This design comes from an exercise in tuning for small area, a short achievable clock period and few clock cycles per item on the open sky130 flow, not from production work. Function was checked by simulation only, so behaviour that the tests miss may differ from the original. Power figures rest on the tool's default switching activity, not on a simulated workload.

// sscore_dec
module sscore_dec (
    input             clk,
    input             rst,         
    input             start,
    input      [47:0] in_len,
    output            idle,
    output            done,
    output     [2:0]  err,
    input             in_valid,
    output            in_ready,
    input      [20:0] in_cp,
    output            out_valid,
    input             out_ready,
    output      [7:0] out_data
);
clock: 8.0 ns
lec_check: 0
cap_margin: 20
core_margin: 2
core_utilization: 40
slew_margin: 20
standard.sh (not shown) runs the stock make flow with config.mk's settings and CLKGATE_MAP_FILE= SYNTH_SCRIPT=/design/flow/synth_recipe.tcl, a recipe that flattens the netlist after the stock synthesis.
==> flow/flow/run.sh <==
#!/bin/bash
set -o pipefail
export BUFFER_PORTS_ARGS="-buffer_cell sky130_fd_sc_hd__buf_1"
export CTS_ARGS="-sink_clustering_enable -repair_clock_nets -dont_use_dummy_load"
export SETUP_SLACK_MARGIN=5.6
bash standard.sh > standard.log 2>&1
Testbench counts at the start, summed over its fixed seeds: cycles 65,160, bytes 62,998.
Rerun with:
==> flow/flow/run.sh (replaced) <==
#!/bin/bash
# Own flow: the standard layout, with the port buffers made from the
# smallest buffer cell and a clock tree of larger leaf clusters without
# dummy loads.
set -o pipefail
export BUFFER_PORTS_ARGS="-buffer_cell sky130_fd_sc_hd__buf_1"
export CTS_ARGS="-sink_clustering_enable -repair_clock_nets -sink_clustering_size 40 -sink_clustering_max_diameter 100 -dont_use_dummy_load"
bash standard.sh > standard.log 2>&1
- CTS_BUF_LIST: default -> sky130_fd_sc_hd__clkbuf_4 sky130_fd_sc_hd__clkbuf_8
- SETUP_SLACK_MARGIN: default -> 5
After rerunning: The changed run went through all stages and came out clean; final area decreases by 8.3%; first-iteration DRC count decreases by 16%; critical path depth decreases by 5; non-clock buffer count decreases by 34; power decreases by 2.0%; setup slack got worse by 300 ps; wire length decreases by 6.8%; hold slack is about the same; via count decreases by 3.4%.
Rerun with:
- CTS_BUF_LIST: sky130_fd_sc_hd__clkbuf_4 sky130_fd_sc_hd__clkbuf_8 -> default
Routed wire length stays the same; design area is unchanged; fmax does not change; setup slack is unchanged.

---

Setup of job 4724:
The RTL this note starts from:
==> flow/design.v <==
module sscore_dec (
    input             clk,
    input             rst,         
    input             start,
    input      [47:0] in_len,
    output            idle,
    output            done,
    output     [2:0]  err,
    input             in_valid,
    output            in_ready,
    input      [20:0] in_cp,
    output            out_valid,
    input             out_ready,
    output      [7:0] out_data
);
    localparam [2:0] E_NONE      = 3'd0,
                     E_HEADER    = 3'd1,    
                     E_RANGE     = 3'd2,    
                     E_LENGTH    = 3'd3,    
                     E_BODY      = 3'd5;    
    reg         idle_r;      
    reg         done_r;      
    reg  [2:0]  err_r;
    localparam LW = 7, UW = 41;
    reg  [5:0]    ph;        
    reg  [LW-1:0] rlo;       
    reg  [UW-1:0] rup;       
    reg           rpend;     
    reg           rbr;       
    reg  [2:0]    st;        
    reg  [LW-1:0] hlo;       
    reg  [UW-1:0] hup;       
    reg           hpend;     
    reg           hpass;     
    reg           hbr;       
    reg           uf;        
    reg         oor;         
    reg         mb;          
    reg         rdy_o;       
    reg         busy;        
    reg         kpat;        
    reg  [10:0] rcnt;        
    reg  [7:0]  q;           
    reg         ovalid;
    reg  [7:0]  obyte;
    reg         zfe;         
    assign idle      = idle_r;
    assign done      = done_r;
    assign err       = err_r;
    assign in_ready  = rdy_o;
    assign out_valid = ovalid;
    assign out_data  = obyte;
    wire        rdy     = !busy;
    wire        push    = in_valid && rdy;
    wire        oa      = !ovalid || out_ready;      
    wire        take    = ovalid && out_ready;       
    wire [11:0] sym     = in_cp[11:0];
    wire        inrange = (in_cp[20:12] == 9'h00E);    
    wire [1:0]  pst     = st[1:0];
    wire        body    = push && st[2];
    wire        head    = (pst == 2'd0);
    wire        t_lit   = body && head && (sym[11:10] == 2'b00);
    wire        t_zf    = body && head && (sym[11] ^ sym[10]);
    wire        t_pat   = body && head && (sym[11:10] == 2'b11);
    wire        t_a     = body && (pst == 2'd1);
    wire        t_b     = body && (pst == 2'd2);
    wire        bad     = body && (head ? (sym[11:8] == 4'b0001 || sym[11:9] == 3'b001)
                                        : (sym[11:8] != 4'b0000));
    wire        rc_zero = (rcnt == 11'd0);
    wire        zf_nz   = (sym[9:0] != 10'd0);
    wire        x_emit  = !rdy && oa;
    wire [7:0]  h_byte  = (sym[11] ^ sym[10]) ? {8{sym[11]}} : sym[7:0];
    wire [10:0] dec_out = rcnt - 11'd1;
    wire        dec_z   = (rcnt[10:2] == 9'd0) &&
                          (rcnt[1:0] == ((!kpat && zfe) ? 2'd2 : 2'd1));
    wire        len_one = (sym[9:0] == 10'd1);
    wire        ph0     = (ph == 6'd0);
    wire        phl     = (ph == UW - 1);
    wire [LW-1:0] rlo_t, hlo_t;
    genvar gi;
    generate
        for (gi = 0; gi < LW; gi = gi + 1) begin : g_borrow
            if (gi == 0) begin : g0
                assign rlo_t[gi] = push;
                assign hlo_t[gi] = take;
            end else begin : gn
                assign rlo_t[gi] = push && (rlo[gi-1:0] == {gi{1'b0}});
                assign hlo_t[gi] = take && (hlo[gi-1:0] == {gi{1'b0}});
            end
        end
    endgenerate
    wire        rlo_z   = (rlo == {LW{1'b0}});
    wire        hlo_z   = (hlo == {LW{1'b0}});
    wire        rup_z   = (rup == {UW{1'b0}});
    wire        hup_z   = (hup == {UW{1'b0}});
    wire        rbc     = ph0 ? rpend : rbr;       
    wire        hrot    = ph0 ? hpend : hpass;     
    wire        hbc     = ph0 ? hpend : hbr;       
    wire        rem_z   = rup_z && rlo_z;
    wire        hsh     = push && !st[2];
    wire [47:0] hshift  = {hup[35-LW:0], hlo, sym};
    wire        fin     = !idle_r && !done_r && rem_z && rdy && oa;
    wire        e_head  = t_lit || (t_zf && zf_nz);
    wire        e_pat   = (t_a || t_b) && !rc_zero;
    wire        emit    = oa && (x_emit || e_head || e_pat);
    reg         rdy_n;
    always @(*) begin
        rdy_n = rdy;
        if (x_emit && (dec_z || pst == 2'd2)) rdy_n = 1'b1;
        if (t_a && !rc_zero && !oa) rdy_n = 1'b0;
        if (t_lit && !oa) rdy_n = 1'b0;
        if (t_zf && zf_nz) rdy_n = oa && len_one;
        if (t_b && !rc_zero) rdy_n = oa && dec_z;
    end
    always @(posedge clk) begin
        if (rst) begin
            idle_r <= 1'b1;
            done_r <= 1'b0;
            rdy_o  <= 1'b1;
            busy   <= 1'b0;
            ovalid <= 1'b0;
        end else begin
            idle_r <= idle_r ? !start : done_r;
            done_r <= fin;
            rdy_o  <= rdy_n;
            busy   <= !rdy_n;
            ovalid <= emit || (ovalid && !out_ready);
        end
    end
    always @(posedge clk) begin
        err_r <= oor                                           ? E_RANGE  :
                 !st[2]                                        ? E_HEADER :
                 (mb || !head)                                 ? E_BODY   :
                 (uf || !hup_z || hpend || hpass ||
                  (hlo != {{(LW-1){1'b0}}, ovalid})) ? E_LENGTH :
                                                                 E_NONE;
        if (oa)
            obyte <= rdy ? h_byte : q;
        if ((pst != 2'd2) ? (rdy || (oa && kpat)) : (rdy && push && !oa))
            q <= rdy ? h_byte : obyte;
        if (rdy && head) begin
            kpat <= !(sym[11] ^ sym[10]);
            zfe  <= oa;
        end
        if (!rdy) begin
            if (oa) rcnt <= dec_out;
        end else if (head) begin
            rcnt <= (sym[11:10] == 2'b11) ? {sym[9:0], 1'b0} :
                    (sym[11:10] == 2'b00) ? 11'd1 :
                                            {1'b0, sym[9:0]};
        end else if ((t_a || t_b) && !rc_zero && oa) begin
            rcnt <= dec_out;
        end
        if (idle_r || rst) begin
            mb  <= 1'b0;
            oor <= 1'b0;
        end else begin
            if (push && !inrange) oor <= 1'b1;
            if (bad) mb <= 1'b1;
            if (t_pat) st[1:0] <= 2'd1;
            if (t_a) st[1:0] <= 2'd2;
            if (t_b) st[1:0] <= 2'd0;
        end
        if (idle_r || rst) begin
            st    <= 3'd0;
            uf    <= 1'b0;
            hpend <= 1'b0;
            hpass <= 1'b0;
        end else begin
            if (hsh) st <= st + 3'd1;
            if (take && hlo_z && hup_z) uf <= 1'b1;
            hpend <= (hpend && !ph0) || (take && hlo_z);
            hpass <= hrot && !phl;
        end
        hlo <= hsh ? hshift[LW-1:0] : (hlo ^ hlo_t);
        if (hsh) hup <= hshift[47:LW];
        else if (hrot) hup <= {hup[0] ^ hbc, hup[UW-1:1]};
        hbr <= hbc && !hup[0];
        ph    <= (idle_r || phl) ? 6'd0 : ph + 6'd1;
        rlo   <= idle_r ? in_len[LW-1:0] : (rlo ^ rlo_t);
        rup   <= idle_r ? in_len[47:LW] : {rup[0] ^ rbc, rup[UW-1:1]};
        rbr   <= rbc && !rup[0];
        rpend <= !idle_r && ((rpend && !ph0) || (push && rlo_z));
    end
endmodule
Settings: LEC_CHECK=0, CAP_MARGIN=20, CORE_MARGIN=2, CORE_UTILIZATION=40, SETUP_SLACK_MARGIN=5, SLEW_MARGIN=20; clock period 8.0 ns.
==> flow/flow/run.sh <==
#!/bin/bash
# Own flow: the standard layout, with the port buffers made from the
# smallest buffer cell and a clock tree of clkbuf_4/clkbuf_8 without dummy
# loads. The setup slack margin comes from config.mk.
set -o pipefail
export BUFFER_PORTS_ARGS="-buffer_cell sky130_fd_sc_hd__buf_1"
export CTS_ARGS="-sink_clustering_enable -repair_clock_nets -dont_use_dummy_load -buf_list {sky130_fd_sc_hd__clkbuf_4 sky130_fd_sc_hd__clkbuf_8}"
bash standard.sh > standard.log 2>&1
Both conditions hold for job 4724: the flow ran to the end and the final layout passed the timing, design-rule and antenna checks.
Testbench counts of job 4724, summed over its fixed seeds: cycles 65,160, bytes 62,998.
Inputs modified between job 4724 and job 3665:
- GPL_TIMING_DRIVEN now 0, previously not set
- SETUP_SLACK_MARGIN no longer set, was 5
==> flow/flow/run.sh <==
#!/bin/bash
# Own flow: the standard layout, with the port buffers made from the
# smallest buffer cell, a clock tree of clkbuf_8 without dummy loads, and
# timing repair aiming for more setup slack than the 8 ns clock needs.
set -o pipefail
export BUFFER_PORTS_ARGS="-buffer_cell sky130_fd_sc_hd__buf_1"
export CTS_ARGS="-sink_clustering_enable -repair_clock_nets -dont_use_dummy_load -buf_list {sky130_fd_sc_hd__clkbuf_4 sky130_fd_sc_hd__clkbuf_8}"
export SETUP_SLACK_MARGIN=5.4
bash standard.sh > standard.log 2>&1
## What came out
Summary of job 3665 over job 4724: total area of sequential cells barely changed, cell area saw an increase, cell count along the critical path decreased by 5 relative to the old numbers, utilization now sits higher, post-detailed-routing wire length grew by 1200 um.
The launching element of the worst setup path comes out obyte[7]$_DFFE_PN_ in one run and in_valid in the other, namely in job 3665 and job 4724 respectively.
Summary — synthesis-to-finish area growth, job 3665 relative to job 4724: higher, by 5.7 points.
Here is what was changed in the inputs of job 6234 compared with job 3665.
- GPL_TIMING_DRIVEN removed (was 0)
diff --git a/flow/flow/run.sh b/flow/flow/run.sh
--- a/flow/flow/run.sh
+++ b/flow/flow/run.sh
@@ -8,2 +8,3 @@
 export SETUP_SLACK_MARGIN=5.4
+export SETUP_MOVE_SEQUENCE="unbuffer,sizeup,swap,buffer"
 bash standard.sh > standard.log 2>&1
==> run summary <==
The share of power burned in the clock network reported for job 6234 is smaller than that of job 3665 by 0.4 points.
Job 6234 against job 3665: final hold slack increased by 11 ps relative to the old numbers; area added between synthesis and finish moved down; combinational group share of total power now smaller.
| clock period minus worst slack | job 6234 vs job 3665 | 25 ps lower |
Wire: job 6234 routes less than job 3665
Cell area in job 6234 is about 1.5% lower than in job 3665
Here is what was changed in the inputs of job 7935 compared with job 6234.
==> flow/flow/run.sh <==
#!/bin/bash
# Own flow: the standard layout, with the port buffers made from the
# smallest buffer cell, a clock tree of clkbuf_8 without dummy loads, and
# timing repair aiming for more setup slack than the 8 ns clock needs.
set -o pipefail
export BUFFER_PORTS_ARGS="-buffer_cell sky130_fd_sc_hd__buf_1"
export CTS_ARGS="-sink_clustering_enable -repair_clock_nets -dont_use_dummy_load -buf_list {sky130_fd_sc_hd__clkbuf_8 sky130_fd_sc_hd__clkbuf_16} -sink_buffer_max_cap_derate 1.0"
export SETUP_SLACK_MARGIN=5.4
bash standard.sh > standard.log 2>&1
==> comparison <==
- Job 7935 ends up with a hold slack that is 4.9 ps lower than in job 6234.
- Of job 7935 and job 6234, job 7935 shows the higher internal power, with job 6234 below it.
- On number of sequential storage elements, job 6234 tracks job 7935 almost exactly.
- On number of DRC markers in iteration 0, job 7935 does worse than job 6234.

-- port drivers added, routing unchanged --
The flow's constraints put no driver on any port. The routed layouts listed below were extracted and timed again, unchanged, in two steps. Step 1: set_driving_cell puts a clkbuf_16 on clk and a buf_2 on each other input, an assumption about the parent block. Step 2, shift: input delay + t, output delay - t, t = (earliest + latest rising clock arrival at the registers) / 2. This alone moves slack from input paths to output paths. Slacks: ideal / step 1 / step 2; pairs: ideal / step 1.
run	shift t [ns]	setup slack, ns	worst setup path at the end	worst data-port slew with drivers (ns)	pins driven straight from the clock port
the first run of note 1	0.450	5.397 / 5.392 / 4.953	input to register	0.07	1
the second run of note 1	0.451	5.092 / 5.047 / 4.711	input to register	0.04	1
the third run of note 1	0.451	5.092 / 5.047 / 4.711	input to register	0.04	1
job 4724	0.474	5.061 / 5.054 / 4.580	input to register	0.06	1
job 3665	0.479	5.382 / 5.347 / 4.940	input to register	0.05	1
job 6234	0.466	5.408 / 5.370 / 4.958	input to register	0.06	1
job 7935	0.552	5.325 / 5.289 / 4.862	input to register	0.06	1
After both steps setup and hold are still met in every run listed. For job 4724, which loses most, drivers alone change the setup slack by -0.007 ns; drivers and shift together by -0.481 ns.
